This is an optimization exercise on Yosys and OpenROAD, whose aim is small area, a short achievable clock period and few clock cycles, not a production implementation. Where RTL was checked, it was by simulation tests only, not by an equivalence proof against the original. The RTL of runs 2 to 5 was laid out without a check of its function. Power and IR drop assume default switching activity.

==> design.v <==
module prf_crc_mul32 (
    input  wire [31:0] u,
    output wire [31:0] y
);
    assign y[0] = u[0] ^ u[6] ^ u[9] ^ u[10] ^ u[12] ^ u[16] ^ u[24] ^ u[25] ^ u[26] ^ u[28] ^ u[29] ^ u[30] ^ u[31];
    assign y[1] = u[0] ^ u[1] ^ u[6] ^ u[7] ^ u[9] ^ u[11] ^ u[12] ^ u[13] ^ u[16] ^ u[17] ^ u[24] ^ u[27] ^ u[28];
    assign y[2] = u[0] ^ u[1] ^ u[2] ^ u[6] ^ u[7] ^ u[8] ^ u[9] ^ u[13] ^ u[14] ^ u[16] ^ u[17] ^ u[18] ^ u[24] ^ u[26] ^ u[30] ^ u[31];
    assign y[3] = u[1] ^ u[2] ^ u[3] ^ u[7] ^ u[8] ^ u[9] ^ u[10] ^ u[14] ^ u[15] ^ u[17] ^ u[18] ^ u[19] ^ u[25] ^ u[27] ^ u[31];
    assign y[4] = u[0] ^ u[2] ^ u[3] ^ u[4] ^ u[6] ^ u[8] ^ u[11] ^ u[12] ^ u[15] ^ u[18] ^ u[19] ^ u[20] ^ u[24] ^ u[25] ^ u[29] ^ u[30] ^ u[31];
    assign y[5] = u[0] ^ u[1] ^ u[3] ^ u[4] ^ u[5] ^ u[6] ^ u[7] ^ u[10] ^ u[13] ^ u[19] ^ u[20] ^ u[21] ^ u[24] ^ u[28] ^ u[29];
    assign y[6] = u[1] ^ u[2] ^ u[4] ^ u[5] ^ u[6] ^ u[7] ^ u[8] ^ u[11] ^ u[14] ^ u[20] ^ u[21] ^ u[22] ^ u[25] ^ u[29] ^ u[30];
    assign y[7] = u[0] ^ u[2] ^ u[3] ^ u[5] ^ u[7] ^ u[8] ^ u[10] ^ u[15] ^ u[16] ^ u[21] ^ u[22] ^ u[23] ^ u[24] ^ u[25] ^ u[28] ^ u[29];
    assign y[8] = u[0] ^ u[1] ^ u[3] ^ u[4] ^ u[8] ^ u[10] ^ u[11] ^ u[12] ^ u[17] ^ u[22] ^ u[23] ^ u[28] ^ u[31];
    assign y[9] = u[1] ^ u[2] ^ u[4] ^ u[5] ^ u[9] ^ u[11] ^ u[12] ^ u[13] ^ u[18] ^ u[23] ^ u[24] ^ u[29];
    assign y[10] = u[0] ^ u[2] ^ u[3] ^ u[5] ^ u[9] ^ u[13] ^ u[14] ^ u[16] ^ u[19] ^ u[26] ^ u[28] ^ u[29] ^ u[31];
    assign y[11] = u[0] ^ u[1] ^ u[3] ^ u[4] ^ u[9] ^ u[12] ^ u[14] ^ u[15] ^ u[16] ^ u[17] ^ u[20] ^ u[24] ^ u[25] ^ u[26] ^ u[27] ^ u[28] ^ u[31];
    assign y[12] = u[0] ^ u[1] ^ u[2] ^ u[4] ^ u[5] ^ u[6] ^ u[9] ^ u[12] ^ u[13] ^ u[15] ^ u[17] ^ u[18] ^ u[21] ^ u[24] ^ u[27] ^ u[30] ^ u[31];
    assign y[13] = u[1] ^ u[2] ^ u[3] ^ u[5] ^ u[6] ^ u[7] ^ u[10] ^ u[13] ^ u[14] ^ u[16] ^ u[18] ^ u[19] ^ u[22] ^ u[25] ^ u[28] ^ u[31];
    assign y[14] = u[2] ^ u[3] ^ u[4] ^ u[6] ^ u[7] ^ u[8] ^ u[11] ^ u[14] ^ u[15] ^ u[17] ^ u[19] ^ u[20] ^ u[23] ^ u[26] ^ u[29];
    assign y[15] = u[3] ^ u[4] ^ u[5] ^ u[7] ^ u[8] ^ u[9] ^ u[12] ^ u[15] ^ u[16] ^ u[18] ^ u[20] ^ u[21] ^ u[24] ^ u[27] ^ u[30];
    assign y[16] = u[0] ^ u[4] ^ u[5] ^ u[8] ^ u[12] ^ u[13] ^ u[17] ^ u[19] ^ u[21] ^ u[22] ^ u[24] ^ u[26] ^ u[29] ^ u[30];
    assign y[17] = u[1] ^ u[5] ^ u[6] ^ u[9] ^ u[13] ^ u[14] ^ u[18] ^ u[20] ^ u[22] ^ u[23] ^ u[25] ^ u[27] ^ u[30] ^ u[31];
    assign y[18] = u[2] ^ u[6] ^ u[7] ^ u[10] ^ u[14] ^ u[15] ^ u[19] ^ u[21] ^ u[23] ^ u[24] ^ u[26] ^ u[28] ^ u[31];
    assign y[19] = u[3] ^ u[7] ^ u[8] ^ u[11] ^ u[15] ^ u[16] ^ u[20] ^ u[22] ^ u[24] ^ u[25] ^ u[27] ^ u[29];
    assign y[20] = u[4] ^ u[8] ^ u[9] ^ u[12] ^ u[16] ^ u[17] ^ u[21] ^ u[23] ^ u[25] ^ u[26] ^ u[28] ^ u[30];
    assign y[21] = u[5] ^ u[9] ^ u[10] ^ u[13] ^ u[17] ^ u[18] ^ u[22] ^ u[24] ^ u[26] ^ u[27] ^ u[29] ^ u[31];
    assign y[22] = u[0] ^ u[9] ^ u[11] ^ u[12] ^ u[14] ^ u[16] ^ u[18] ^ u[19] ^ u[23] ^ u[24] ^ u[26] ^ u[27] ^ u[29] ^ u[31];
    assign y[23] = u[0] ^ u[1] ^ u[6] ^ u[9] ^ u[13] ^ u[15] ^ u[16] ^ u[17] ^ u[19] ^ u[20] ^ u[26] ^ u[27] ^ u[29] ^ u[31];
    assign y[24] = u[1] ^ u[2] ^ u[7] ^ u[10] ^ u[14] ^ u[16] ^ u[17] ^ u[18] ^ u[20] ^ u[21] ^ u[27] ^ u[28] ^ u[30];
    assign y[25] = u[2] ^ u[3] ^ u[8] ^ u[11] ^ u[15] ^ u[17] ^ u[18] ^ u[19] ^ u[21] ^ u[22] ^ u[28] ^ u[29] ^ u[31];
    assign y[26] = u[0] ^ u[3] ^ u[4] ^ u[6] ^ u[10] ^ u[18] ^ u[19] ^ u[20] ^ u[22] ^ u[23] ^ u[24] ^ u[25] ^ u[26] ^ u[28] ^ u[31];
    assign y[27] = u[1] ^ u[4] ^ u[5] ^ u[7] ^ u[11] ^ u[19] ^ u[20] ^ u[21] ^ u[23] ^ u[24] ^ u[25] ^ u[26] ^ u[27] ^ u[29];
    assign y[28] = u[2] ^ u[5] ^ u[6] ^ u[8] ^ u[12] ^ u[20] ^ u[21] ^ u[22] ^ u[24] ^ u[25] ^ u[26] ^ u[27] ^ u[28] ^ u[30];
    assign y[29] = u[3] ^ u[6] ^ u[7] ^ u[9] ^ u[13] ^ u[21] ^ u[22] ^ u[23] ^ u[25] ^ u[26] ^ u[27] ^ u[28] ^ u[29] ^ u[31];
    assign y[30] = u[4] ^ u[7] ^ u[8] ^ u[10] ^ u[14] ^ u[22] ^ u[23] ^ u[24] ^ u[26] ^ u[27] ^ u[28] ^ u[29] ^ u[30];
    assign y[31] = u[5] ^ u[8] ^ u[9] ^ u[11] ^ u[15] ^ u[23] ^ u[24] ^ u[25] ^ u[27] ^ u[28] ^ u[29] ^ u[30] ^ u[31];
endmodule
module prf_frame_codec (
    input  wire        clk,
    input  wire        rst,
    input  wire        in_valid,
    output wire        in_ready,
    input  wire [1:0]  in_op,
    input  wire [4:0]  in_kind,
    input  wire [31:0] in_data,
    input  wire [2:0]  in_nbytes,
    input  wire        in_last,
    output reg         rsp_valid,
    input  wire        rsp_ready,
    output reg  [1:0]  rsp_status,
    output wire [31:0] rsp_crc,
    output wire [31:0] rsp_rcv,
    output wire [15:0] rsp_expected,
    output wire [15:0] rsp_actual
);
    localparam [1:0] OP_CRC32  = 2'd1;
    localparam [1:0] OP_DECODE = 2'd3;
    localparam [1:0] ST_OK       = 2'd0;
    localparam [1:0] ST_SIZE     = 2'd1;
    localparam [1:0] ST_CHECKSUM = 2'd2;
    reg        sk_v;
    reg [31:0] sk_data;
    reg [2:0]  sk_nb;
    reg        sk_last;
    reg [1:0]  sk_op;
    reg [4:0]  sk_kind;
    assign in_ready = !sk_v;
    wire take = in_valid && !sk_v;
    wire [31:0] s_data = sk_v ? sk_data : in_data;
    wire [2:0]  s_nb   = sk_v ? sk_nb   : in_nbytes;
    wire        s_last = sk_v ? sk_last : in_last;
    wire [1:0]  s_op   = sk_v ? sk_op   : in_op;
    wire [4:0]  s_kind = sk_v ? sk_kind : in_kind;
    reg        q_v;
    reg [31:0] q_data;
    reg [2:0]  q_nb;
    reg        q_last;
    reg        q_first;
    reg [4:0]  q_k;         
    reg        first_n;     
    reg [3:0]  left;        
    reg        tx_chk;      
    reg        tx_dec;      
    reg [4:0]  tx_exp;      
    reg [4:0] s_size;
    always @(*) begin
        case (s_kind)
            5'd0:  s_size = 5'd12;
            5'd1:  s_size = 5'd11;
            5'd2:  s_size = 5'd14;
            5'd3:  s_size = 5'd13;
            5'd4:  s_size = 5'd11;
            5'd5:  s_size = 5'd10;
            5'd6:  s_size = 5'd10;
            5'd7:  s_size = 5'd9;
            5'd8:  s_size = 5'd8;
            5'd9:  s_size = 5'd6;
            5'd10: s_size = 5'd6;
            5'd11: s_size = 5'd7;
            5'd12: s_size = 5'd12;
            5'd13: s_size = 5'd8;
            5'd14: s_size = 5'd5;
            5'd15: s_size = 5'd8;
            5'd16: s_size = 5'd5;
            5'd17: s_size = 5'd16;
            5'd18: s_size = 5'd8;
            default: s_size = 5'd4;
        endcase
    end
    wire [4:0] s_body = s_size - 5'd4;
    wire       s_dec  = first_n ? (s_op == OP_DECODE) : tx_dec;
    wire [3:0] s_left = first_n ? s_body[3:0] : left;
    wire [2:0] s_take = (s_left >= 4'd4) ? 3'd4 : s_left[2:0];    
    wire [2:0] s_k    = s_dec ? s_take : s_nb;
    reg [31:0] crc;
    reg [31:0] rcv;
    reg [15:0] count;
    reg [4:0]  r_exp;
    wire proc = q_v && (!rsp_valid || rsp_ready);
    wire move = !q_v || proc;      
    wire [31:0] c  = q_first ? 32'hFFFFFFFF : crc;
    wire [31:0] w  = c ^ {q_data[7:0], q_data[15:8], q_data[23:16], q_data[31:24]};
    wire [31:0] u  = ({32{q_k[4]}} & w)
                   | ({32{q_k[3]}} & {8'd0,  w[31:8]})
                   | ({32{q_k[2]}} & {16'd0, w[31:16]})
                   | ({32{q_k[1]}} & {24'd0, w[31:24]});
    wire [31:0] sh = ({32{q_k[3]}} & {c[7:0],  24'd0})
                   | ({32{q_k[2]}} & {c[15:0], 16'd0})
                   | ({32{q_k[1]}} & {c[23:0], 8'd0})
                   | ({32{q_k[0]}} & c);
    wire [31:0] m;
    prf_crc_mul32 u_mul (.u(u), .y(m));
    wire [31:0] crc_next = sh ^ m;
    reg [31:0] rcv_next;
    always @(*) begin
        case (q_nb)
            3'd1:    rcv_next = {q_data[7:0],  rcv[31:8]};
            3'd2:    rcv_next = {q_data[15:0], rcv[31:16]};
            3'd3:    rcv_next = {q_data[23:0], rcv[31:24]};
            3'd0:    rcv_next = rcv;
            default: rcv_next = q_data;
        endcase
    end
    wire [15:0] count_next = (q_first ? 16'd0 : count) + {13'd0, q_nb};
    wire        size_bad   = tx_chk && (count_next != {11'd0, tx_exp});
    wire        sum_bad    = tx_dec && (crc != rcv_next);
    assign rsp_crc      = crc;
    assign rsp_rcv      = rcv;
    assign rsp_actual   = count;
    assign rsp_expected = {11'd0, r_exp};
    always @(posedge clk) begin
        if (rst) begin
            sk_v      <= 1'b0;
            q_v       <= 1'b0;
            first_n   <= 1'b1;
            rsp_valid <= 1'b0;
        end else begin
            if (move)
                sk_v <= 1'b0;
            else if (take)
                sk_v <= 1'b1;
            if (move)
                q_v <= sk_v || take;
            if (move && (sk_v || take))
                first_n <= s_last;
            if (proc)
                rsp_valid <= q_last;
            else if (rsp_ready)
                rsp_valid <= 1'b0;
        end
    end
    always @(posedge clk) begin
        if (!move && take) begin
            sk_data <= in_data;
            sk_nb   <= in_nbytes;
            sk_last <= in_last;
            sk_op   <= in_op;
            sk_kind <= in_kind;
        end
        if (move && (sk_v || take)) begin
            q_data  <= s_data;
            q_nb    <= s_nb;
            q_last  <= s_last;
            q_first <= first_n;
            q_k     <= {s_k == 3'd4, s_k == 3'd3, s_k == 3'd2, s_k == 3'd1, s_k == 3'd0};
            left    <= s_left - {1'b0, s_take};
            if (first_n) begin
                tx_chk <= (s_op != OP_CRC32);
                tx_dec <= (s_op == OP_DECODE);
                tx_exp <= (s_op == OP_DECODE) ? s_size : s_body;
            end
        end
        if (proc) begin
            crc   <= crc_next;
            rcv   <= rcv_next;
            count <= count_next;
            if (q_last) begin
                r_exp      <= tx_exp;
                rsp_status <= size_bad ? ST_SIZE : (sum_bad ? ST_CHECKSUM : ST_OK);
            end
        end
    end
endmodule
==> run.sh <==
#!/bin/bash
# synth_recipe.tcl (not shown) runs the flow's synth.tcl, then flattens the netlist and writes it again
# the make line also repeats each setting of config.mk as NAME=value (left out here)
make -C /OpenROAD-flow-scripts/flow DESIGN_CONFIG=/design/flow/config.mk WORK_HOME=/design/flow/orfs CLKGATE_MAP_FILE= SYNTH_SCRIPT=/design/flow/synth_recipe.tcl finish
==> config.mk <==
export PLATFORM = sky130hd
export DESIGN_NAME = prf_frame_codec
export DESIGN_NICKNAME = prf_frame_codec
export VERILOG_FILES = /design/flow/design.v
export SDC_FILE = /design/flow/constraint.sdc
export NUM_CORES = 4
export LEC_CHECK = 0
export CAP_MARGIN = 20
export CORE_MARGIN = 2
export CORE_UTILIZATION = 40
export SLEW_MARGIN = 20
==> constraint.sdc <==
create_clock -name core_clock -period 10.0 [get_ports {clk}]
set_input_delay 2.0000 -clock core_clock [delete_from_list [all_inputs] [get_ports {clk}]]
set_output_delay 2.0000 -clock core_clock [all_outputs]
set_load 0.01 [all_outputs]
==> run notes, run 1 <==
H-Tree Depth=4; flops & latches, synth=187; crit path DAT=5100 ps; CP max FO=7; DR WL/cell=22.7 um; drt drc=0; Hold WC Path Type=flop to flop; Post-Synthesis Cells=1116; global route overflow=0; vias in the first global route=9043; Reg-to-Reg Start=q_first; clk sinks=187; largest net degree at the start of global routing=77; mean area per synthesized cell=11.9 um^2; max cap viols=0; Mapped Area=13300 um^2; ys async rst share=0; RSZ-0062 raised after global routing=no; worst slew pin tran=1080 ps; DR pass1 iterations=6; gp weighted congestion=0.923; initial antenna violation count=0; Tmin final=4860 ps; Worst slew margin=0.277; fin worst setup slack=5140 ps; detailed placement HPWL=27.5 mm; fraction of layout cells with a size suffix above 1=0.143; static leakage=0.00544 uW; final std cells w/o fill=1675; Distinct cells, synth=71; number of cell rows=66; Filler cells=2917; run status=complete, no violations; post-cts sizing count=0; Reg clk slew, reported paths=80 ps; Final Cell Area=15600 um^2; beginning of the worst hold path=tx_exp[2]; Fin. Hold Viols=0; Clock Latency Late Sink=440 ps; Num CTS Buffers=17; die width=186 um; Slew Limit Fails=0; first-pass GRT wire length=56.8 mm; ys flop type=edfxtp_1; core area=32600 um^2; CTS Buffer Depth=2; critical path endpoint category=flop; Startpoint Class=primary input; critical setup path kind=primary input to flop; Port Buffers=135; vias per inst=5.60; Hold-fix buffers, CTS=0; Routed Antenna Nets=0; Synth Warn #=1; Initial Util=0.408; skew final=20.8 ps; Initial DRC Count=975; setup_tns=0 ps; Fmax achieved=206 MHz; IO Count=147; CTS tree=done; placed cells=1643; die footprint=34700 um^2; Final Net Count=1278; Post-synth EDFFs=183; GR Util All Layers=0.215; PD cells=264 nW/um^2; post-synthesis sequential area ratio=0.419; final-report setup violation count=0; Die Y=186 um; peak supply drop=0.139 mV; Post CTS Setup Buffer Count=0; clock tree root driver cell=clkbuf_16; Worst EP required=10240 ps; Area Overhead vs Synth=17.2%; worst slack at placement=4710 ps; Final Cycle Share=0.486; Post-DP Area=15000 um^2; CP startpoint=in_kind[0]; final WL=38.0 mm; via count=9378; Util after Layout=0.478; ant diodes=0
report_power, final:
group	switching [uW]	leakage [uW]	internal (uW)	total, uW
registers	232	0.00176	1100	1330
clock network	351	0.000282	334	685
logic	1020	0.00340	1080	2090
cell type report:
| type | count | area, um^2 | share of cell area |
|---|---|---|---|
| tap | 442 | 553 | 0.0355 |
| clock buffer | 17 | 425 | 0.0273 |
| multi-input combinational | 851 | 7370 | 0.473 |
| sequential | 187 | 5580 | 0.358 |
| inverter | 12 | 45.0 | 0.00289 |
| timing repair buffer | 151 | 1470 | 0.0944 |
| clock inverter | 15 | 150 | 0.00963 |
layout by cell type (no fill, tap or decap), drive strengths merged, types with 13 or more instances in the layout:
cell,n
nor2,40
clkdlybuf4s50,135
nand2,60
xor2,99
mux2,66
edfxtp,183
or3,32
and2,14
clkbuf,17
xnor3,26
and3,22
buf,16
a21oi,13
inv,20
nand3,29
nand4,17
xnor2,176
nor2b,15
o21ai,70
mux4,28
mux2i,16
synthesized netlist by cell type, drive strengths merged, types with 4 or more instances:
master,count,share of area
o21ai,70,0.026
a221o,4,0.0030
nand2,60,0.017
edfxtp,183,0.41
a21oi,13,0.0049
and3,22,0.011
mux2,66,0.056
nor3,7,0.0026
mux2i,16,0.012
inv,12,0.0034
buf,35,0.016
nor2b,15,0.0076
clkbuf,41,0.012
a22o,8,0.0053
nand3,29,0.011
ha,10,0.0094
dfxtp,4,0.0060
nor4,8,0.0038
a22oi,11,0.0062
xor2,99,0.068
o31ai,6,0.0034
nand4,17,0.0085
a221oi,11,0.013
xnor2,176,0.12
mux4,28,0.047
or3,32,0.015
a211oi,6,0.0034
nor2,40,0.012
xnor3,26,0.044
a222oi,4,0.0030
and2,14,0.0067
a31oi,5,0.0024
cell families after synthesis:
logic type	after synthesis	share of synthesized area
multiplexers	110	0.115
AND/OR/NAND/NOR	259	0.104
flip-flops	187	0.419
XOR/XNOR	302	0.233
AO/OA/AOI/OAI	158	0.0857
other	1	0.000282
buffers and inverters	88	0.0315
adder cells (fa/ha/maj)	11	0.0109
sequential cells by signal (all words and copies together), names as in the netlist:
register	count
rsp_valid	1
q_last	1
sk_kind	5
tx_exp	5
q_first	1
r_exp	5
sk_data	32
first_n	1
sk_op	2
left	4
q_k	5
crc	32
tx_chk	1
q_v	1
q_data	32
sk_last	1
rcv	32
q_nb	3
rsp_status	2
sk_nb	3
count	16
tx_dec	1
sk_v	1
metrics by stage:
step	total power (uW)	hold slack [ps]
CTS	4120	507
finish	4110	507
detailed placement	3420	477
global placement	3410	493
floorplan	2800	406
global route	4310	522
worst max-delay path, stage by stage:
cell,delay [ps]
clkdlybuf4s50_1,450
mux2i_1,400
inv_1,160
ha_1,350
or3_1,400
nand2_1,110
ha_1,160
inv_1,50
mux2i_1,200
nor2b_1,430
a31oi_1,170
a311oi_1,240
final timing paths:
check	slack, ps	to	cells after the start
worst min register to register	510	r_exp[2]	0
worst max register to register	5830	crc[31]	9
worst min-delay path	510	r_exp[2]	0
worst max-delay path	5140	q_k[0]	12
layer usage:
layer | vias up | share of wire | routed length [um] | GRT usage
met4 | 0 | 0.031 | 1160 | 0.0812
li1 | 4295 | - | - | -
met1 | 4627 | 0.42 | 16000 | 0.287
met2 | 376 | 0.47 | 18000 | 0.344
met3 | 80 | 0.074 | 2790 | 0.0436
met5 | - | 0 | 0 | 0
Testbench counts, summed over its fixed seeds: cycles 12,333.
==> run 2, diff against run 1 <==
--- a/design.v
+++ b/design.v
@@ -83,35 +83,39 @@
     reg        tx_dec;      
     reg [4:0]  tx_exp;      
     reg [4:0] s_size;
+    reg [4:0] s_k0;
+    reg [3:0] s_rest;
     always @(*) begin
         case (s_kind)
-            5'd0:  s_size = 5'd12;
-            5'd1:  s_size = 5'd11;
-            5'd2:  s_size = 5'd14;
-            5'd3:  s_size = 5'd13;
-            5'd4:  s_size = 5'd11;
-            5'd5:  s_size = 5'd10;
-            5'd6:  s_size = 5'd10;
-            5'd7:  s_size = 5'd9;
-            5'd8:  s_size = 5'd8;
-            5'd9:  s_size = 5'd6;
-            5'd10: s_size = 5'd6;
-            5'd11: s_size = 5'd7;
-            5'd12: s_size = 5'd12;
-            5'd13: s_size = 5'd8;
-            5'd14: s_size = 5'd5;
-            5'd15: s_size = 5'd8;
-            5'd16: s_size = 5'd5;
-            5'd17: s_size = 5'd16;
-            5'd18: s_size = 5'd8;
-            default: s_size = 5'd4;
+            5'd0:  begin s_size = 5'd12; s_k0 = 5'b10000; s_rest = 4'd4; end
+            5'd1:  begin s_size = 5'd11; s_k0 = 5'b10000; s_rest = 4'd3; end
+            5'd2:  begin s_size = 5'd14; s_k0 = 5'b10000; s_rest = 4'd6; end
+            5'd3:  begin s_size = 5'd13; s_k0 = 5'b10000; s_rest = 4'd5; end
+            5'd4:  begin s_size = 5'd11; s_k0 = 5'b10000; s_rest = 4'd3; end
+            5'd5:  begin s_size = 5'd10; s_k0 = 5'b10000; s_rest = 4'd2; end
+            5'd6:  begin s_size = 5'd10; s_k0 = 5'b10000; s_rest = 4'd2; end
+            5'd7:  begin s_size = 5'd9;  s_k0 = 5'b10000; s_rest = 4'd1; end
+            5'd8:  begin s_size = 5'd8;  s_k0 = 5'b10000; s_rest = 4'd0; end
+            5'd9:  begin s_size = 5'd6;  s_k0 = 5'b00100; s_rest = 4'd0; end
+            5'd10: begin s_size = 5'd6;  s_k0 = 5'b00100; s_rest = 4'd0; end
+            5'd11: begin s_size = 5'd7;  s_k0 = 5'b01000; s_rest = 4'd0; end
+            5'd12: begin s_size = 5'd12; s_k0 = 5'b10000; s_rest = 4'd4; end
+            5'd13: begin s_size = 5'd8;  s_k0 = 5'b10000; s_rest = 4'd0; end
+            5'd14: begin s_size = 5'd5;  s_k0 = 5'b00010; s_rest = 4'd0; end
+            5'd15: begin s_size = 5'd8;  s_k0 = 5'b10000; s_rest = 4'd0; end
+            5'd16: begin s_size = 5'd5;  s_k0 = 5'b00010; s_rest = 4'd0; end
+            5'd17: begin s_size = 5'd16; s_k0 = 5'b10000; s_rest = 4'd8; end
+            5'd18: begin s_size = 5'd8;  s_k0 = 5'b10000; s_rest = 4'd0; end
+            default: begin s_size = 5'd4; s_k0 = 5'b00001; s_rest = 4'd0; end
         endcase
     end
-    wire [4:0] s_body = s_size - 5'd4;
-    wire       s_dec  = first_n ? (s_op == OP_DECODE) : tx_dec;
-    wire [3:0] s_left = first_n ? s_body[3:0] : left;
-    wire [2:0] s_take = (s_left >= 4'd4) ? 3'd4 : s_left[2:0];    
-    wire [2:0] s_k    = s_dec ? s_take : s_nb;
+    wire [4:0] s_nb1h = {s_nb == 3'd4, s_nb == 3'd3, s_nb == 3'd2, s_nb == 3'd1, s_nb == 3'd0};
+    wire       left_ge4 = left[3] || left[2];
+    wire [4:0] left1h  = {left_ge4, !left_ge4 && left[1:0] == 2'd3, !left_ge4 && left[1:0] == 2'd2,
+                          !left_ge4 && left[1:0] == 2'd1, !left_ge4 && left[1:0] == 2'd0};
+    wire [4:0] s_k = first_n ? ((s_op == OP_DECODE) ? s_k0 : s_nb1h)
+                             : (tx_dec ? left1h : s_nb1h);
+    wire [3:0] s_left = first_n ? s_rest : (left_ge4 ? left - 4'd4 : 4'd0);
     reg [31:0] crc;
     reg [31:0] rcv;
     reg [15:0] count;
@@ -141,7 +145,8 @@
             default: rcv_next = q_data;
         endcase
     end
-    wire [15:0] count_next = (q_first ? 16'd0 : count) + {13'd0, q_nb};
+    wire [13:0] count_hi   = q_first ? 14'd0 : count[15:2];
+    wire [15:0] count_next = {count_hi + {13'd0, q_nb[2]}, q_nb[1:0]};
     wire        size_bad   = tx_chk && (count_next != {11'd0, tx_exp});
     wire        sum_bad    = tx_dec && (crc != rcv_next);
     assign rsp_crc      = crc;
@@ -182,12 +187,12 @@
             q_nb    <= s_nb;
             q_last  <= s_last;
             q_first <= first_n;
-            q_k     <= {s_k == 3'd4, s_k == 3'd3, s_k == 3'd2, s_k == 3'd1, s_k == 3'd0};
-            left    <= s_left - {1'b0, s_take};
+            q_k     <= s_k;
+            left    <= s_left;
             if (first_n) begin
                 tx_chk <= (s_op != OP_CRC32);
                 tx_dec <= (s_op == OP_DECODE);
-                tx_exp <= (s_op == OP_DECODE) ? s_size : s_body;
+                tx_exp <= (s_op == OP_DECODE) ? s_size : s_size - 5'd4;
             end
         end
         if (proc) begin
==> run 2 against run 1 <==
Sequential cell count unchanged. Setup slack improved by 730 ps. Routed wire length is 3.0% higher. Combinational power is essentially flat. Fmax increased by 18%. Register-to-register slack better by 40 ps. Clock power up 4.7%.
==> run notes, run 2 <==
Post-Synthesis Cells=1110; critical path endpoint category=flop; core area=32500 um^2; Min Hold Slack=484 ps; largest net degree at the start of global routing=82; CTS Buffer Depth=2; max cap viols=0; fraction of layout cells with a size suffix above 1=0.154; Reg clk slew, reported paths=80 ps; global route overflow=0; synth cell count leaders=183 x edfxtp_1, 179 x xnor2_1, 105 x xor2_1, 69 x mux2_2, 58 x o21ai_0; Post-DP Area=14900 um^2; gp weighted congestion=0.925; Fmax achieved=242 MHz; Post CTS Setup Buffer Count=0; Die Y=186 um; Clock Latency Late Sink=450 ps; ant diodes=0; final-report setup violation count=0; Worst slew margin=0.431; Initial DRC Count=1014; Final Net Count=1270; CTS tree=done; flops & latches, synth=187; drt drc=0; via count=9485; number of cell rows=66; DR WL/cell=23.4 um; placed cells=1636; DR pass1 iterations=6; first-pass GRT wire length=58.6 mm; Final Cell Area=15600 um^2; proportion of netlist area held by the largest area contributor=0.415; critical setup path kind=flop to flop; Slew Limit Fails=0; Worst EP required=10200 ps; most common cell after layout, fill and taps aside=edfxtp_1; clock tree root driver cell=clkbuf_16; mean area per synthesized cell=11.9 um^2; CP max FO=74; Util after Layout=0.479; Area Overhead vs Synth=17.6%; final std cells w/o fill=1669; ys flop type=edfxtp_1; Synth area leader=edfxtp_1; peak supply drop=0.119 mV; GR Util All Layers=0.232; post-synthesis sequential area ratio=0.421; Routed Antenna Nets=0; ranking of synthesized cells by area=edfxtp_1 42%, xnor2_1 12%, xor2_1 6.9%; die footprint=34600 um^2; die width=186 um; crit path DAT=4320 ps; Initial Util=0.407; Post-synth EDFFs=183; most frequent cells in the layout=183 x edfxtp_1, 179 x xnor2_1, 135 x clkdlybuf4s50_1, 105 x xor2_1, 69 x mux2_2; Filler cells=2976; Synth Warn #=1; clk sinks=187; vias per inst=5.68; Hold WC Path Type=flop to flop; worst slew pin tran=853 ps; detailed placement HPWL=28.7 mm; Startpoint Class=flop; Num CTS Buffers=17; Fin. Hold Viols=0; post-cts sizing count=0; Distinct cells, synth=67; PD cells=269 nW/um^2; Mapped Area=13200 um^2; Hold-fix buffers, CTS=0; initial antenna violation count=0; skew final=18.7 ps; H-Tree Depth=4; ys async rst share=0; setup_tns=0 ps; RSZ-0062 raised after global routing=no; Final Cycle Share=0.413; static leakage=0.00520 uW; most instantiated library cell after synthesis=edfxtp_1; vias in the first global route=9246; final WL=39.1 mm; run status=complete, no violations; IO Count=147; Tmin final=4130 ps; Port Buffers=135
-- run 2: power by group --
part	switching (uW)	internal, uW	leakage, uW
registers	248	1100	0.00176
clock network	354	363	0.000296
logic	1060	1060	0.00315
-- run 2: cell type report --
type,count,area (um^2),area share
clock inverter,15,194,0.0125
inverter,10,37.5,0.00241
tap,442,553,0.0355
multi-input combinational,847,7310,0.469
sequential,187,5580,0.358
timing repair buffer,151,1480,0.0947
clock buffer,17,425,0.0273
-- run 2: logic make-up after synthesis --
family                   synth area share
multiplexers                        0.120
other                            0.000283
buffers and inverters              0.0316
AO/OA/AOI/OAI                      0.0997
adder cells (fa/ha/maj)           0.00850
AND/OR/NAND/NOR                    0.0909
XOR/XNOR                            0.228
flip-flops                          0.421
-- run 2: per-layer routing --
| layer | GRT usage | wire (um) | up-vias |
|---|---|---|---|
| li1 | - | - | 4310 |
| met1 | 0.330 | 17400 | 4740 |
| met2 | 0.364 | 18000 | 387 |
| met3 | 0.0348 | 2880 | 48 |
| met4 | 0.0721 | 858 | 0 |
| met5 | 0 | 0 | - |
-- run 2: final timing paths --
path	start	end	slack, ps	cells after the start
hold / removal	tx_exp[3]	r_exp[3]	480	0
hold reg to reg	tx_exp[3]	r_exp[3]	480	0
setup reg to reg	q_first	crc[11]	5870	9
setup / recovery	q_first	crc[11]	5870	9
-- run 2: worst max-delay path: stages (launching register included) --
cell      delay [ps]
edfxtp_1         330
buf_4            430
buf_4            630
nor3_1           160
nor2_2           430
a22o_1           590
xor2_1           210
xnor2_1          400
xnor3_1          510
xnor2_1          140
-- run 2: through the flow --
stage | power, uW | setup WS, ps
floorplan | 2810 | 3430
global placement | 3450 | 5630
detailed placement | 3460 | 5550
CTS | 4190 | 5960
global route | 4400 | 5700
finish | 4190 | 5870
==> run 3, diff against run 2 <==
--- a/config.mk
+++ b/config.mk
@@ -5,6 +5,7 @@
 export SDC_FILE = /design/flow/constraint.sdc
 export NUM_CORES = 4
 export LEC_CHECK = 0
+export ABC_AREA = 1
 export CAP_MARGIN = 20
 export CORE_MARGIN = 2
 export CORE_UTILIZATION = 40
==> run 3 against run 2 <==
Clock power grew 3.5%. Routed wire length grew 51%. Design area grew 18%. First-iteration DRC count grew 67%. Global-route usage grew 5.4 points. Clock-buffer cell count grew 2. Power shrank 12%. Non-clock buffer count is the same. Highest routed layer unchanged. Clock skew shrank 2.5 ps. Critical path depth is the same.
==> run notes, run 3 <==
Worst EP required=10210 ps; vias per inst=5.39; switching power=1670 uW; Port Buffers=135; skew final=16.2 ps; clk sinks=187; CTS tree=done; Hold WC Path Type=flop to flop; Initial DRC Count=1698; most frequent cells in the layout=906 x nand2_1, 260 x inv_1, 201 x nand3_1, 183 x edfxtp_1, 135 x clkdlybuf4s50_1; clock network power share=0.202; most instantiated library cell after synthesis=nand2_1; post-synthesis sequential area ratio=0.351; Initial Util=0.408; run status=complete, no violations; gp weighted congestion=0.968; Min Hold Slack=512 ps; final-report setup violation count=0; ranking of synthesized cells by area=edfxtp_1 35%, nand2_1 21%, xor2_1 6.7%; static leakage=0.00857 uW; Reg clk slew, reported paths=80 ps; IO Count=147; RSZ-0062 raised after global routing=no; H-Tree Depth=4; clock tree root driver cell=clkbuf_16; final WL=59.1 mm; via count=15619; Clock Latency Late Sink=470 ps; Die Y=203 um; Startpoint Class=primary input; ant diodes=0; switching share of total power=0.454; Tmin final=4080 ps; core area=38900 um^2; Final Cell Area=18300 um^2; critical path endpoint category=flop; CTS Buffer Depth=2; Post-synth EDFFs=183; Internal=2000 uW; Synth Warn #=1; final std cells w/o fill=2896; Comb power frac=0.489; ys async rst share=0; crit path DAT=4290 ps; most common cell after layout, fill and taps aside=nand2_1; detailed placement HPWL=45.9 mm; Final Net Count=2421; Post CTS Setup Buffer Count=0; first-pass GRT wire length=87.8 mm; Synth area leader=edfxtp_1; Fmax achieved=245 MHz; Fin. Hold Viols=0; mean area per synthesized cell=7.03 um^2; Distinct cells, synth=56; Area Overhead vs Synth=15.4%; Worst slew margin=0.223; Slew Limit Fails=0; proportion of netlist area held by the largest area contributor=0.346; die footprint=41300 um^2; global route overflow=0; critical setup path kind=primary input to flop; Filler cells=3950; CP max FO=5; setup_tns=0 ps; Hold-fix buffers, CTS=0; vias in the first global route=14262; Mapped Area=15900 um^2; max cap viols=0; GR Util All Layers=0.286; worst slew pin tran=1160 ps; number of cell rows=72; R2R cell count=14; synth cell count leaders=906 x nand2_1, 261 x inv_1, 201 x nand3_1, 183 x edfxtp_1, 121 x xor2_1; flops & latches, synth=187; Reg power frac=0.309; PD cells=200 nW/um^2; ys flop type=edfxtp_1; post-cts sizing count=0; die width=203 um; Final Cycle Share=0.408; Routed Antenna Nets=0; hold path depth=2; largest net degree at the start of global routing=65; peak supply drop=0.147 mV; Post-Synthesis Cells=2258; placed cells=2864; Post-DP Area=17700 um^2; DR WL/cell=20.4 um; Num CTS Buffers=17; initial antenna violation count=0; DR pass1 iterations=6; drt drc=0; fraction of layout cells with a size suffix above 1=0.0690
## run 3: cell types whose count changed after synthesis, sizes merged, moves of 69 or more
| cell | before | now |
|---|---|---|
| nand3 | 26 | 213 |
| nand2 | 37 | 926 |
| mux2 | 69 | 0 |
| nor2 | 44 | 123 |
| inv | 10 | 278 |
| xnor2 | 189 | 59 |
## run 3: power groups by stage
stage | sequential [uW] | clock (uW) | combinational (uW)
finish | 1130 | 742 | 1800
global route | 1140 | 781 | 1990
CTS | 1130 | 753 | 1780
detailed placement | 1150 | 0 | 1770
global placement | 1140 | 0 | 1750
floorplan | 1100 | 0 | 1200
## run 3: cell families after synthesis
family,count (synthesis),share of synthesized area
and+or+nand+nor,1351,0.372
buffers and inverters,353,0.0917
xor gates and xnor gates,197,0.118
DFF,187,0.351
AOI/OAI and AO/OA,158,0.0586
adders and majority gates,9,0.00709
muxes,2,0.00126
other,1,0.000236
## run 3: stage by stage
stage               utilization  setup WS (ps)  total power [uW]
finish                    0.471           5920              3670
global route              0.471           5750              3910
CTS                       0.471           5960              3660
detailed placement        0.454           5470              2910
global placement          0.453           5400              2890
floorplan                     -           3990              2300
## run 3: critical path: stages
cell and delay, ps:
clkdlybuf4s50_1 420, o21ai_0 570, ha_1 250, inv_1 60
o21a_1 180, o31ai_1 350, ha_1 220, nand2_1 60
xor2_1 160
## run 3: per-layer routing
layer	vias to the layer above	GRT usage	wire [um]
li1	7410	-	-
met1	7361	0.400	26100
met2	727	0.444	26000
met3	121	0.0475	4960
met4	0	0.108	2090
met5	-	0	0
## run 3: cell type report
cell class / instances / area (um^2) / share of cell area
clock inverters: 13 / 199 / 0.0109
inverters: 280 / 1050 / 0.0574
repair buffers: 151 / 1480 / 0.0810
flip-flops and latches: 187 / 5580 / 0.304
clock buffers: 19 / 443 / 0.0242
well taps: 518 / 648 / 0.0354
multi-input cells: 1728 / 8920 / 0.487
## run 3: worst paths after layout
path                                   from         end  slack, ps
worst max-delay path             in_kind[1]   tx_exp[4]       5920
worst min-delay path            sk_data[16]  q_data[16]        510
worst max register to register      q_first      crc[7]       6030
worst min register to register  sk_data[16]  q_data[16]        510
==> run 4, diff against run 3 <==
==> flow/run.sh (new file) <==
#!/bin/bash
# Layout: the standard ORFS flow (standard.sh), with plain buffers on the
# ports and timing repair aimed below the clock period.
set -euo pipefail
source flow/settings.sh
bash standard.sh "${EXTRA[@]}" finish > make_finish.log 2>&1
==> flow/settings.sh (new file) <==
EXTRA=(
  "BUFFER_PORTS_ARGS=-buffer_cell sky130_fd_sc_hd__buf_2"
  "SETUP_SLACK_MARGIN=6.5"
)
==> standard.sh (new file) <==
#!/bin/bash
# synth_recipe.tcl (not shown) runs the flow's synth.tcl, then flattens the netlist and writes it again
# the make line also repeats each setting of config.mk as NAME=value (left out here)
make -C /OpenROAD-flow-scripts/flow DESIGN_CONFIG=/design/flow/config.mk WORK_HOME=/design/flow/orfs CLKGATE_MAP_FILE= SYNTH_SCRIPT=/design/flow/synth_recipe.tcl "${@:-finish}"
--- a/config.mk
+++ b/config.mk
@@ -5,7 +5,6 @@
 export SDC_FILE = /design/flow/constraint.sdc
 export NUM_CORES = 4
 export LEC_CHECK = 0
-export ABC_AREA = 1
 export CAP_MARGIN = 20
 export CORE_MARGIN = 2
 export CORE_UTILIZATION = 40
removed: run.sh
==> run 4 against run 3 <==
Global-route usage decreased by 5.8 points. First-iteration DRC count shrank 51%. Worst hold slack got worse by 32 ps. Critical path type is now flop to flop. Largest power group unchanged.
==> run notes, run 4 <==
Crit-path slowest cell=a22o_1; Fin. Hold Viols=0; gp weighted congestion=0.927; Startpoint Class=flop; clock tree root driver cell=clkbuf_16; ranking of synthesized cells by area=edfxtp_1 42%, xnor2_1 12%, xor2_1 6.9%; core area=32500 um^2; synth cell count leaders=183 x edfxtp_1, 179 x xnor2_1, 105 x xor2_1, 69 x mux2_2, 58 x o21ai_0; mean area per synthesized cell=11.9 um^2; initial antenna violation count=0; H-Tree Depth=4; Area Overhead vs Synth=14.8%; GR Util All Layers=0.228; most frequent cells in the layout=183 x edfxtp_1, 173 x xnor2_1, 135 x buf_2, 100 x xor2_1, 69 x mux2_2; worst slew pin tran=832 ps; hold path depth=0; CP max FO=72; vias per inst=5.67; Routed Antenna Nets=0; first-pass GRT wire length=57.8 mm; Tmin final=3450 ps; Final Cycle Share=0.345; Hold-fix buffers, CTS=0; static leakage=0.00532 uW; Port Buffers=135; CTS Buffer Depth=2; crit path DAT=3640 ps; proportion of netlist area held by the largest area contributor=0.415; Util after Layout=0.467; Worst slew margin=0.445; CP Cell Sequence=buf_6, buf_12, o21a_1, nor2_2, a22o_1, xor2_1, xnor2_1, xnor3_1, xnor2_1; Synth area leader=edfxtp_1; critical path depth=9; max cap viols=0; drt drc=0; ys flop type=edfxtp_1; flops & latches, synth=187; Distinct cells, synth=67; via count=9506; Die Y=186 um; Fmax achieved=290 MHz; Initial DRC Count=832; DR WL/cell=23.0 um; Synth Warn #=1; Slew Limit Fails=0; Filler cells=3049; fraction of layout cells with a size suffix above 1=0.296; final-report setup violation count=0; IO Count=147; PD cells=273 nW/um^2; peak supply drop=0.134 mV; ant diodes=0; run status=complete, no violations; post-synthesis sequential area ratio=0.421; Num CTS Buffers=17; Clock Latency Late Sink=460 ps; crit-path max cell delay=510 ps; global route overflow=0; largest net degree at the start of global routing=80; WP buf/inv=2; setup_tns=0 ps; RSZ-0062 raised after global routing=yes; detailed placement HPWL=28.6 mm; critical path endpoint category=flop; Post-synth EDFFs=183; die footprint=34600 um^2; number of cell rows=66; Mapped Area=13200 um^2; footprint of the multi-input gates=7560 um^2; die width=186 um; clk sinks=187; final WL=38.6 mm; DR pass1 iterations=7; skew final=14.9 ps; Post-Synthesis Cells=1110; critical setup path kind=flop to flop; Seq. cell area=5580 um^2; Initial Util=0.407; ys async rst share=0; CTS tree=done; Final Net Count=1278; most common cell after layout, fill and taps aside=edfxtp_1; R2R cell count=9; Reg clk slew, reported paths=80 ps; most instantiated library cell after synthesis=edfxtp_1; Hold WC Path Type=flop to flop; vias in the first global route=9272; most used cell along the critical path=xnor2_1; Worst EP required=10190 ps; CP top delay family=XOR/XNOR gates
## run 4: cell count changes after synthesis, sizes merged, moves of 29 or more
cell / change
mux2: +69
inv: -268
nor2: -79
xnor2: +130
nand3: -187
xor2: -29
mux4: +32
nand2: -889
## run 4: power breakdown
group	switching (uW)	internal [uW]	leakage, uW
sequential	256	1100	0.00176
clock	342	359	0.000298
combinational	1080	1010	0.00326
total	1680	2470	0.00532
## run 4: area by class of cell
cell class | instances | share of cell area
Clock buffer | 17 | 0.0280
Multi-Input combinational cell | 847 | 0.497
Inverter | 10 | 0.00247
Tap cell | 442 | 0.0364
Timing Repair Buffer | 159 | 0.0579
Clock inverter | 15 | 0.0114
Sequential cell | 187 | 0.367
## run 4: worst register-to-register path, stage by stage, from the launching register on
cell and delay (ps):
edfxtp_1 380, buf_6 220, buf_12 230, o21a_1 310
nor2_2 350, a22o_1 510, xor2_1 430, xnor2_1 220
xnor3_1 380, xnor2_1 160
## run 4: path summary, 6_finish.rpt
path                   from       end  slack (ps)
setup / recovery    q_first    crc[6]        6550
hold / removal    tx_exp[0]  r_exp[0]         480
setup reg to reg    q_first    crc[6]        6550
hold reg to reg   tx_exp[0]  r_exp[0]         480
## run 4: timing repair
action / CTS / global route
cloned: 0 / 0
gates resized for setup: 16 / 19
buffers inserted: 8 / 1
pin swaps: 4 / 1
setup endpoints to repair: 33 / 32
## run 4: per-layer routing
metal | vias up | track usage | share of wire | routed length [um]
li1 | 4317 | - | - | -
met1 | 4687 | 0.321 | 0.44 | 17000
met2 | 442 | 0.342 | 0.45 | 17200
met3 | 60 | 0.0556 | 0.086 | 3340
met4 | 0 | 0.0816 | 0.026 | 1020
met5 | - | 0 | 0 | 0
## run 4: cells by family (layout without fill, tap and decap cells)
family	after synthesis	after routing	synth area share
flops	187	187	0.421
fa+ha+maj	9	9	0.00850
xor+xnor	311	311	0.228
mux	110	110	0.120
compound gates	182	182	0.0997
simple gates	224	224	0.0909
other cells	1	11	0.000283
buf+inv	86	201	0.0316
## run 4: metrics by stage
step	hold slack [ps]	worst slack (ps)	instances	cell area, um^2	power (uW)
2_1_floorplan	406	5990	1120	13400	2820
3_3_place_gp	458	5970	1636	14300	3350
3_5_place_dp	464	6010	1636	14300	3380
4_1_cts	486	6450	1676	15100	4120
5_1_grt	510	6440	1677	15200	4350
6_report	480	6550	1677	15200	4150
==> run 5, diff against run 4 <==
==> flow/settings.sh (replaced) <==
EXTRA=(
  "BUFFER_PORTS_ARGS=-buffer_cell sky130_fd_sc_hd__buf_2"
  "SETUP_SLACK_MARGIN=7.2"
)
==> run 5 against run 4 <==
Still clean on timing, DRC and antenna. Routed wire length rose by 24%. Setup slack gained 300 ps. Non-clock buffer count rose by 232. Clock power rose by 6.1%. First-iteration DRC count increased by 85%. Critical path depth unchanged. Via count increased by 17%. Worst hold slack about the same. Global-route usage is 3.8 points higher. Synthesized area unchanged. Register-to-register slack improved by 320 ps. Die area stayed put. Largest power group unchanged.
==> run notes, run 5 <==
Slew Limit Fails=0; via count=11075; post-synthesis sequential area ratio=0.421; met2 wire len=21.3 mm; Worst slew margin=0.483; ys flop type=edfxtp_1; proportion of netlist area held by the largest area contributor=0.415; number of cell rows=66; RSZ-0062 raised after global routing=yes; mean area per synthesized cell=11.9 um^2; ant diodes=0; Area Overhead vs Synth=45.3%; final std cells w/o fill=1908; most instantiated library cell after synthesis=edfxtp_1; peak supply drop=0.183 mV; critical path endpoint category=flop; CTS Buffer Depth=2; clock tree root driver cell=clkbuf_16; run status=complete, no violations; flops & latches, synth=187; setup_tns=0 ps; CP max FO=5; drt drc=0; Final Net Count=1510; vias in the first global route=10498; DR pass1 iterations=6; ys async rst share=0; static leakage=0.00726 uW; Synth Warn #=1; fin worst setup slack=6850 ps; Reg clk slew, reported paths=70 ps; Fmax achieved=318 MHz; Met3 Wirelength=4.71 mm; Mapped Area=13200 um^2; final-report setup violation count=0; Final Cycle Share=0.315; critical setup path kind=primary input to flop; largest net degree at the start of global routing=52; Fin. Hold Viols=0; Post-synth EDFFs=183; most frequent cells in the layout=185 x buf_4, 183 x edfxtp_1, 114 x buf_2, 110 x xnor2_1, 83 x xor2_1; gp weighted congestion=0.969; worst slack at placement=5930 ps; Synth area leader=edfxtp_1; ranking of synthesized cells by area=edfxtp_1 42%, xnor2_1 12%, xor2_1 6.9%; CP top delay family=adder cells; Num CTS Buffers=17; first-pass GRT wire length=67.1 mm; most common cell after layout, fill and taps aside=buf_4; die width=186 um; detailed placement HPWL=29.7 mm; worst slew pin tran=775 ps; Tmin final=3150 ps; initial antenna violation count=1; clk sinks=187; Crit-path slowest cell=ha_1; vias per inst=5.80; DR WL/cell=25.1 um; most used cell along the critical path=mux2i_1; skew final=18.3 ps; core area=32500 um^2; Routed Antenna Nets=0; WP buf/inv=2; Clock Latency Late Sink=460 ps; fraction of layout cells with a size suffix above 1=0.508; Hold WC Path Type=flop to flop; Min Hold Slack=480 ps; PD cells=275 nW/um^2; H-Tree Depth=4; synth cell count leaders=183 x edfxtp_1, 179 x xnor2_1, 105 x xor2_1, 69 x mux2_2, 58 x o21ai_0; Post-Synthesis Cells=1110; Die Y=186 um; CTS tree=done; Distinct cells, synth=67; met1 wire length=19.5 mm; max cap viols=0; crit-path max cell delay=280 ps; global route overflow=0; Startpoint Class=primary input; DR top layer=met5; IO Count=147; final WL=47.8 mm; Worst EP required=10200 ps; die footprint=34600 um^2; placed cells=1635; CP Cell Sequence=buf_6, mux2i_4, inv_4, ha_4, mux2i_1, o21ai_2, a22o_1, ha_1, mux2i_1; GR Util All Layers=0.267; Initial Util=0.407; crit path DAT=3350 ps; Port Buffers=135; Initial DRC Count=1542
## run 5: timing repair
item                                    4_1_cts  5_1_grt
buffers inserted                            161       67
gates resized for setup                     198      105
endpoints found under the setup margin      237      186
cloned                                       12        2
endpoints found under the hold margin         0        0
hold buffers                                  0        0
pin swaps                                   101       69
## run 5: final cells by class
type                            count  area, um^2
Inverter                           10        45.0
Fill cell                        2551       13300
Tap cell                          442         553
Sequential cell                   187        5580
Clock inverter                     12         188
Multi-Input combinational cell    847        9000
Clock buffer                       19         433
Timing Repair Buffer              391        3440
## run 5: final timing paths
check                  start         to  slack (ps)  cells past startpoint
setup / recovery  in_kind[0]  tx_exp[3]        6850                      9
hold / removal     tx_exp[0]   r_exp[0]         480                      0
setup reg to reg     q_first    crc[27]        6870                     11
hold reg to reg    tx_exp[0]   r_exp[0]         480                      0
## run 5: logic make-up (layout without fill, tap and decap cells)
| logic type | Yosys count | count (layout) | synth area share |
|---|---|---|---|
| AO/OA/AOI/OAI | 182 | 182 | 0.0997 |
| XOR/XNOR | 311 | 311 | 0.228 |
| adder cells (fa/ha/maj) | 9 | 9 | 0.00850 |
| buffers and inverters | 86 | 432 | 0.0316 |
| flip-flops | 187 | 187 | 0.421 |
| multiplexers | 110 | 110 | 0.120 |
| other | 1 | 11 | 0.000283 |
| AND/OR/NAND/NOR | 224 | 224 | 0.0909 |
## run 5: power by group
part / internal [uW] / switching, uW / total (uW)
Sequential: 1090 / 71.5 / 1170
Combinational: 1680 / 1690 / 3370
Clock: 422 / 321 / 744
## run 5: through the flow
| stage | instance area, um^2 | total power (uW) | utilization |
|---|---|---|---|
| 6_report | 19200 | 5280 | 0.591 |
| 5_1_grt | 19200 | 5460 | 0.591 |
| 4_1_cts | 18000 | 4760 | 0.552 |
| 3_5_place_dp | 14500 | 3410 | 0.447 |
| 3_3_place_gp | 14500 | 3390 | 0.446 |
| 2_1_floorplan | 13700 | 2830 | - |
## run 5: per-layer routing
metal	GRT usage	vias up
met5	0	-
met4	0.0923	2
met3	0.0773	147
met2	0.404	613
met1	0.365	5527
li1	-	4786
## run 5: worst register-to-register path, stage by stage (launching register included)
cell and delay [ps]:
edfxtp_1 380, buf_6 170, buf_6 140, buf_16 130
or3_1 310, and3_1 190, a2111o_2 600, buf_12 200
xnor2_4 140, xnor2_2 320, xor2_2 220, xnor2_1 100
==> run 6, diff against run 5 <==
--- a/design.v
+++ b/design.v
@@ -64,8 +64,9 @@
     reg        sk_last;
     reg [1:0]  sk_op;
     reg [4:0]  sk_kind;
-    assign in_ready = !sk_v;
-    wire take = in_valid && !sk_v;
+    reg in_rdy;             
+    assign in_ready = in_rdy;
+    wire take = in_valid && in_rdy;
     wire [31:0] s_data = sk_v ? sk_data : in_data;
     wire [2:0]  s_nb   = sk_v ? sk_nb   : in_nbytes;
     wire        s_last = sk_v ? sk_last : in_last;
@@ -77,6 +78,8 @@
     reg        q_last;
     reg        q_first;
     reg [4:0]  q_k;         
+    reg [4:0]  q_kc;        
+    reg [4:0]  q_kf;        
     reg        first_n;     
     reg [3:0]  left;        
     reg        tx_chk;      
@@ -122,16 +125,25 @@
     reg [4:0]  r_exp;
     wire proc = q_v && (!rsp_valid || rsp_ready);
     wire move = !q_v || proc;      
-    wire [31:0] c  = q_first ? 32'hFFFFFFFF : crc;
-    wire [31:0] w  = c ^ {q_data[7:0], q_data[15:8], q_data[23:16], q_data[31:24]};
-    wire [31:0] u  = ({32{q_k[4]}} & w)
-                   | ({32{q_k[3]}} & {8'd0,  w[31:8]})
-                   | ({32{q_k[2]}} & {16'd0, w[31:16]})
-                   | ({32{q_k[1]}} & {24'd0, w[31:24]});
-    wire [31:0] sh = ({32{q_k[3]}} & {c[7:0],  24'd0})
-                   | ({32{q_k[2]}} & {c[15:0], 16'd0})
-                   | ({32{q_k[1]}} & {c[23:0], 8'd0})
-                   | ({32{q_k[0]}} & c);
+    wire [31:0] bd = {q_data[7:0], q_data[15:8], q_data[23:16], q_data[31:24]};
+    wire [31:0] ud = ({32{q_k[4]}} & bd)
+                   | ({32{q_k[3]}} & {8'd0,  bd[31:8]})
+                   | ({32{q_k[2]}} & {16'd0, bd[31:16]})
+                   | ({32{q_k[1]}} & {24'd0, bd[31:24]});
+    wire [31:0] uc = ({32{q_kc[4]}} & crc)
+                   | ({32{q_kc[3]}} & {8'd0,  crc[31:8]})
+                   | ({32{q_kc[2]}} & {16'd0, crc[31:16]})
+                   | ({32{q_kc[1]}} & {24'd0, crc[31:24]});
+    wire [31:0] u  = uc ^ ud;
+    wire [31:0] sh = ({32{q_kc[3]}} & {crc[7:0],  24'd0})
+                   | ({32{q_kc[2]}} & {crc[15:0], 16'd0})
+                   | ({32{q_kc[1]}} & {crc[23:0], 8'd0})
+                   | ({32{q_kc[0]}} & crc)
+                   | ({32{q_kf[0]}} & 32'hFFFFFFFF)
+                   | ({32{q_kf[1]}} & 32'h4E08BFB4)
+                   | ({32{q_kf[2]}} & 32'h00B7647D)
+                   | ({32{q_kf[3]}} & 32'hB7647D00)
+                   | ({32{q_kf[4]}} & 32'hC704DD7B);
     wire [31:0] m;
     prf_crc_mul32 u_mul (.u(u), .y(m));
     wire [31:0] crc_next = sh ^ m;
@@ -156,14 +168,18 @@
     always @(posedge clk) begin
         if (rst) begin
             sk_v      <= 1'b0;
+            in_rdy    <= 1'b1;
             q_v       <= 1'b0;
             first_n   <= 1'b1;
             rsp_valid <= 1'b0;
         end else begin
-            if (move)
-                sk_v <= 1'b0;
-            else if (take)
-                sk_v <= 1'b1;
+            if (move) begin
+                sk_v   <= 1'b0;
+                in_rdy <= 1'b1;
+            end else if (take) begin
+                sk_v   <= 1'b1;
+                in_rdy <= 1'b0;
+            end
             if (move)
                 q_v <= sk_v || take;
             if (move && (sk_v || take))
@@ -175,7 +191,7 @@
         end
     end
     always @(posedge clk) begin
-        if (!move && take) begin
+        if (in_rdy) begin
             sk_data <= in_data;
             sk_nb   <= in_nbytes;
             sk_last <= in_last;
@@ -188,6 +204,8 @@
             q_last  <= s_last;
             q_first <= first_n;
             q_k     <= s_k;
+            q_kc    <= first_n ? 5'd0 : s_k;
+            q_kf    <= first_n ? s_k : 5'd0;
             left    <= s_left;
             if (first_n) begin
                 tx_chk <= (s_op != OP_CRC32);
==> run 6 against run 5 <==
Synthesized cell count fell by 7.6%. Global-route usage fell by 1.2 points. Worst hold slack improved by 1.8 ps. Clock-buffer cell count fell by 1. Die area fell by 1.7%. First-iteration DRC count fell by 27%. Sequential share of layout area rose by 2.9 points. Largest power group unchanged. Highest routed layer is now met4.
==> run notes, run 6 <==
hold path depth=0; Routed Antenna Nets=0; Hold WC Path Type=flop to flop; DR WL/cell=24.3 um; drt drc=0; Tmin final=3220 ps; run status=complete, no violations; critical path depth=1; post-synthesis sequential area ratio=0.451; largest net degree at the start of global routing=49; CP Cell Sequence=buf_2; Synth Warn #=1; critical path endpoint category=output pin; max cap viols=0; PD cells=393 nW/um^2; via count=10392; Clock Latency Late Sink=460 ps; Post-DP Area=14300 um^2; Slew Limit Fails=0; ys async rst share=0; Num CTS Buffers=17; most common cell after layout, fill and taps aside=buf_4; Area Overhead vs Synth=41.4%; Filler cells=2591; worst slew pin tran=864 ps; Reg-to-Reg Start=crc[30]; r2r setup slk=7020 ps; vias in the first global route=10147; clock tree root driver cell=clkbuf_16; peak supply drop=0.268 mV; DR pass1 iterations=7; Min Hold Slack=482 ps; Crit-path slowest cell=edfxtp_1; Synth area leader=edfxtp_1; number of cell rows=66; vias per inst=5.67; CTS tree=done; Die Y=184 um; Final Cycle Share=0.322; ys flop type=edfxtp_1; clk sinks=197; flops & latches, synth=197; die width=184 um; CP startpoint=crc[21]; Post-Synthesis Cells=1026; critical setup path kind=flop to output pin; Distinct cells, synth=52; ant diodes=0; Final Cell Area=18400 um^2; Fin. Hold Viols=0; WP buf/inv=1; crit-path max cell delay=550 ps; Worst EP required=8000 ps; synth cell count leaders=199 x xnor2_1, 192 x edfxtp_1, 111 x xor2_1, 69 x mux2_2, 42 x nand2_1; Final Net Count=1433; setup_tns=0 ps; RSZ-0062 raised after global routing=yes; R2R cell count=8; final WL=44.6 mm; GR Util All Layers=0.254; die footprint=34000 um^2; proportion of netlist area held by the largest area contributor=0.443; global route overflow=0; Initial Util=0.403; CTS Buffer Depth=2; initial antenna violation count=0; H-Tree Depth=4; ranking of synthesized cells by area=edfxtp_1 44%, xnor2_1 13%, xor2_1 7.5%; Reg clk slew, reported paths=80 ps; most frequent cells in the layout=201 x buf_4, 192 x edfxtp_1, 149 x xnor2_1, 115 x buf_2, 76 x xor2_1; static leakage=0.00694 uW; skew final=15.8 ps; Startpoint Class=flop; mean area per synthesized cell=12.7 um^2; Util after Layout=0.570; beginning of the worst hold path=tx_exp[1]; Hold-fix buffers, CTS=0; CP top delay family=flip-flops; Fmax achieved=310 MHz; detailed placement HPWL=27.5 mm; most instantiated library cell after synthesis=xnor2_1; Post-synth EDFFs=192; Initial DRC Count=1122; CP max FO=2; crit path DAT=1220 ps; first-pass GRT wire length=63.3 mm; Port Buffers=135; IO Count=147; Mapped Area=13000 um^2; gp weighted congestion=0.951; final-report setup violation count=0; Worst slew margin=0.424; core area=32300 um^2; fraction of layout cells with a size suffix above 1=0.496
[run 6: cell type report]
cell class	count	area, um^2	area share
clock buffer	18	439	0.0239
tap	442	553	0.0301
multi-input combinational	773	8290	0.451
timing repair buffer	376	3010	0.163
sequential	197	5870	0.319
inverter	12	47.5	0.00258
clock inverter	14	189	0.0103
[run 6: path summary, 6_finish.rpt]
kind / end
setup / recovery: rsp_crc[21]
hold / removal: r_exp[1]
setup reg to reg: crc[10]
hold reg to reg: r_exp[1]
[run 6: report_power, final]
group	switching, uW	internal [uW]	total [uW]
logic	2530	2560	5090
clock network	349	388	737
registers	95.1	1300	1400
total	2970	4250	7220
[run 6: cell families (layout without fill, tap and decap cells)]
family | count (synthesis) | after routing | share of synthesized area
compound gates | 147 | 148 | 0.0891
flops | 197 | 197 | 0.451
buf+inv | 67 | 420 | 0.0243
simple gates | 160 | 160 | 0.0601
other cells | 1 | 11 | 0.000288
fa+ha+maj | 9 | 9 | 0.00865
mux | 109 | 109 | 0.121
xor+xnor | 336 | 336 | 0.245
[run 6: routing by layer]
metal | up-vias | global-route usage | wire length, um
met5 | - | 0 | 0
met4 | 0 | 0.103 | 2180
met3 | 154 | 0.0587 | 3770
met2 | 548 | 0.429 | 21700
met1 | 5173 | 0.315 | 16900
li1 | 4517 | - | -
[run 6: what timing repair did]
action,in CTS,in global routing
resized for setup,110,108
pin swaps,29,58
endpoints found under the setup margin,267,145
gates cloned,5,3
buffers inserted,133,86
[run 6: per-stage QoR]
step                      cells  worst slack [ps]  power [uW]
after detailed placement   1573              6180        5160
after CTS                  1743              6790        6400
final                      1832              6780        7220
after global routing       1832              6730        7550
after global placement     1572              6200        5160
after floorplan            1036              5990        4300
Testbench counts of run 6, summed over its fixed seeds: cycles 12,333.
==> run 7, diff against run 6 <==
==> flow/settings.sh (replaced) <==
EXTRA=(
  "BUFFER_PORTS_ARGS=-buffer_cell sky130_fd_sc_hd__buf_2"
  "SETUP_SLACK_MARGIN=6.5"
  "TNS_END_PERCENT=0"
)
==> run 7 against run 6 <==
Clock power shrank 5.8%. Sequential cell count is the same. Synthesized area is the same. Utilization shrank 11 points. Highest routed layer unchanged. Power shrank 18%. Still clean. Clock-buffer cell count shrank 1. Combinational power shrank 29%. Sequential power grew 13%. First-iteration DRC count shrank 11%. Synthesized cell count is the same. Critical path depth grew 9. Fmax shrank 8.4%. Largest cell class unchanged.
==> run notes, run 7 <==
run status=complete, no violations; setup_tns=0 ps; clock tree root driver cell=clkbuf_16; ant diodes=0; fraction of layout cells with a size suffix above 1=0.286; mean area per synthesized cell=12.7 um^2; CTS Buffer Depth=2; most instantiated library cell after synthesis=xnor2_1; Post-Synthesis Cells=1026; die width=184 um; Distinct cells, synth=52; ys flop type=edfxtp_1; Final Net Count=1217; Clock Latency Late Sink=460 ps; DR pass1 iterations=9; Hold WC Path Type=flop to flop; Initial Util=0.403; Worst EP required=10220 ps; clk sinks=197; flops & latches, synth=197; Slew Limit Fails=0; proportion of netlist area held by the largest area contributor=0.443; core area=32300 um^2; via count=9120; Routed Antenna Nets=0; worst slew pin tran=1090 ps; fin worst setup slack=6480 ps; Mapped Area=13000 um^2; ranking of synthesized cells by area=edfxtp_1 44%, xnor2_1 13%, xor2_1 7.5%; critical path endpoint category=flop; synth cell count leaders=199 x xnor2_1, 192 x edfxtp_1, 111 x xor2_1, 69 x mux2_2, 42 x nand2_1; Synth area leader=edfxtp_1; Worst slew margin=0.268; gp weighted congestion=0.944; Area Overhead vs Synth=14.4%; GR Util All Layers=0.222; final WL=37.4 mm; Crit-path slowest cell=mux2i_2; vias per inst=5.65; Die Y=184 um; Min Hold Slack=504 ps; CP top delay family=multiplexers; detailed placement HPWL=27.1 mm; Filler cells=2975; H-Tree Depth=4; first-pass GRT wire length=55.6 mm; WP buf/inv=2; most frequent cells in the layout=198 x xnor2_1, 192 x edfxtp_1, 135 x buf_2, 109 x xor2_1, 69 x mux2_2; Final Cycle Share=0.352; RSZ-0062 raised after global routing=yes; Reg clk slew, reported paths=80 ps; Initial DRC Count=996; Num CTS Buffers=17; CTS tree=done; peak supply drop=0.219 mV; CP Cell Sequence=buf_2, mux2i_2, inv_1, ha_1, mux2i_1, o21ai_0, a22o_1, ha_1, nand2_1, xor2_1; Util after Layout=0.461; CP max FO=6; Fmax achieved=284 MHz; ys async rst share=0; worst slack at placement=5860 ps; Fin. Hold Viols=0; vias in the first global route=8962; Post-synth EDFFs=192; initial antenna violation count=1; DR WL/cell=23.2 um; post-synthesis sequential area ratio=0.451; Synth Warn #=1; Startpoint Class=primary input; crit path DAT=3730 ps; Port Buffers=135; number of cell rows=66; Tmin final=3520 ps; die footprint=34000 um^2; final-report setup violation count=0; critical setup path kind=primary input to flop; IO Count=147; PD cells=397 nW/um^2; skew final=15.4 ps; most used cell along the critical path=ha_1; crit-path max cell delay=300 ps; largest net degree at the start of global routing=66; global route overflow=0; most common cell after layout, fill and taps aside=xnor2_1; drt drc=0; static leakage=0.00526 uW; max cap viols=0
[run 7: cell counts after synthesis]
Identical to the previous run, type by type.
[run 7: timing repair]
item,in CTS,in global routing
hold buffers,0,0
pin swaps,0,2
setup endpoints to repair,24,30
setup buffers,2,11
resized for setup,2,6
[run 7: per-layer routing]
layer  track usage  wire, um  up-vias
li1              -         -     4079
met2         0.367     18100      461
met4        0.0730       818        0
met5       0.00148         0        -
met3        0.0451      2760       58
met1         0.291     15700     4522
[run 7: cells by family after synthesis]
family	Yosys count	share of synthesized area
AOI/OAI and AO/OA	147	0.0891
xor gates and xnor gates	336	0.245
adders and majority gates	9	0.00865
buffers and inverters	67	0.0243
DFF	197	0.451
muxes	109	0.121
other	1	0.000288
and+or+nand+nor	160	0.0601
[run 7: worst paths after layout]
| kind | slack [ps] | from | to | depth (start not counted) |
|---|---|---|---|---|
| hold / removal | 500 | tx_exp[0] | r_exp[0] | 0 |
| setup reg to reg | 6490 | q_k[3] | crc[12] | 8 |
| hold reg to reg | 500 | tx_exp[0] | r_exp[0] | 0 |
| setup / recovery | 6480 | in_kind[0] | tx_exp[4] | 10 |
[run 7: report_power, final]
group / switching [uW] / internal [uW]
Combinational: 1860 / 1770
Clock: 360 / 334
Sequential: 280 / 1300
[run 7: area by class of cell]
cell class / instances / area [um^2] / area share
Multi-Input combinational cell: 772 / 6940 / 0.466
Sequential cell: 197 / 5870 / 0.394
Tap cell: 442 / 553 / 0.0372
Timing Repair Buffer: 161 / 893 / 0.0600
Clock inverter: 14 / 165 / 0.0111
Clock buffer: 17 / 425 / 0.0286
Inverter: 12 / 45.0 / 0.00303
[run 7: through the flow]
stage               cell area (um^2)  std cells  power, uW
floorplan                      13100       1036       4290
global placement               14100       1570       5110
detailed placement             14100       1570       5130
CTS                            14800       1603       5850
global route                   14900       1615       6230
finish                         14900       1615       5910

[static timing again, ports no longer ideal]
No port has a modelled driver above. Below, the same layouts with a new extraction and two added sets of constraints. Step 1 assumes that a clkbuf_16 drives the clock port and a buf_2 every other input. Step 2 also shifts input and output timing later by t, the mid clock arrival at the registers, as if the neighbouring blocks saw the same clock. Slacks: no drivers / after step 1 / after step 2; pairs: no drivers / after step 1.
| run | t, ns | setup slack, ns | hold slack, ns | worst register clock-pin slew, ns |
|---|---|---|---|---|
| run 1 | 0.482 | 5.142 / 5.172 / 4.690 | 0.507 / 0.507 / 0.507 | 0.08 / 0.08 |
| run 2 | 0.497 | 5.874 / 5.874 / 5.663 | 0.484 / 0.484 / 0.484 | 0.09 / 0.09 |
| run 3 | 0.508 | 5.923 / 5.947 / 5.439 | 0.512 / 0.512 / 0.512 | 0.09 / 0.09 |
| run 4 | 0.506 | 6.549 / 6.549 / 6.156 | 0.480 / 0.480 / 0.480 | 0.08 / 0.08 |
| run 5 | 0.504 | 6.851 / 6.854 / 6.362 | 0.480 / 0.480 / 0.480 | 0.08 / 0.08 |
| run 6 | 0.500 | 6.779 / 6.729 / 6.332 | 0.482 / 0.482 / 0.482 | 0.08 / 0.08 |
| run 7 | 0.506 | 6.483 / 6.487 / 6.007 | 0.504 / 0.504 / 0.504 | 0.08 / 0.08 |
After both steps every run listed still meets setup and hold. The setup slack of run 5, which loses most, moves by +0.003 ns with the drivers and by -0.489 ns with both steps.
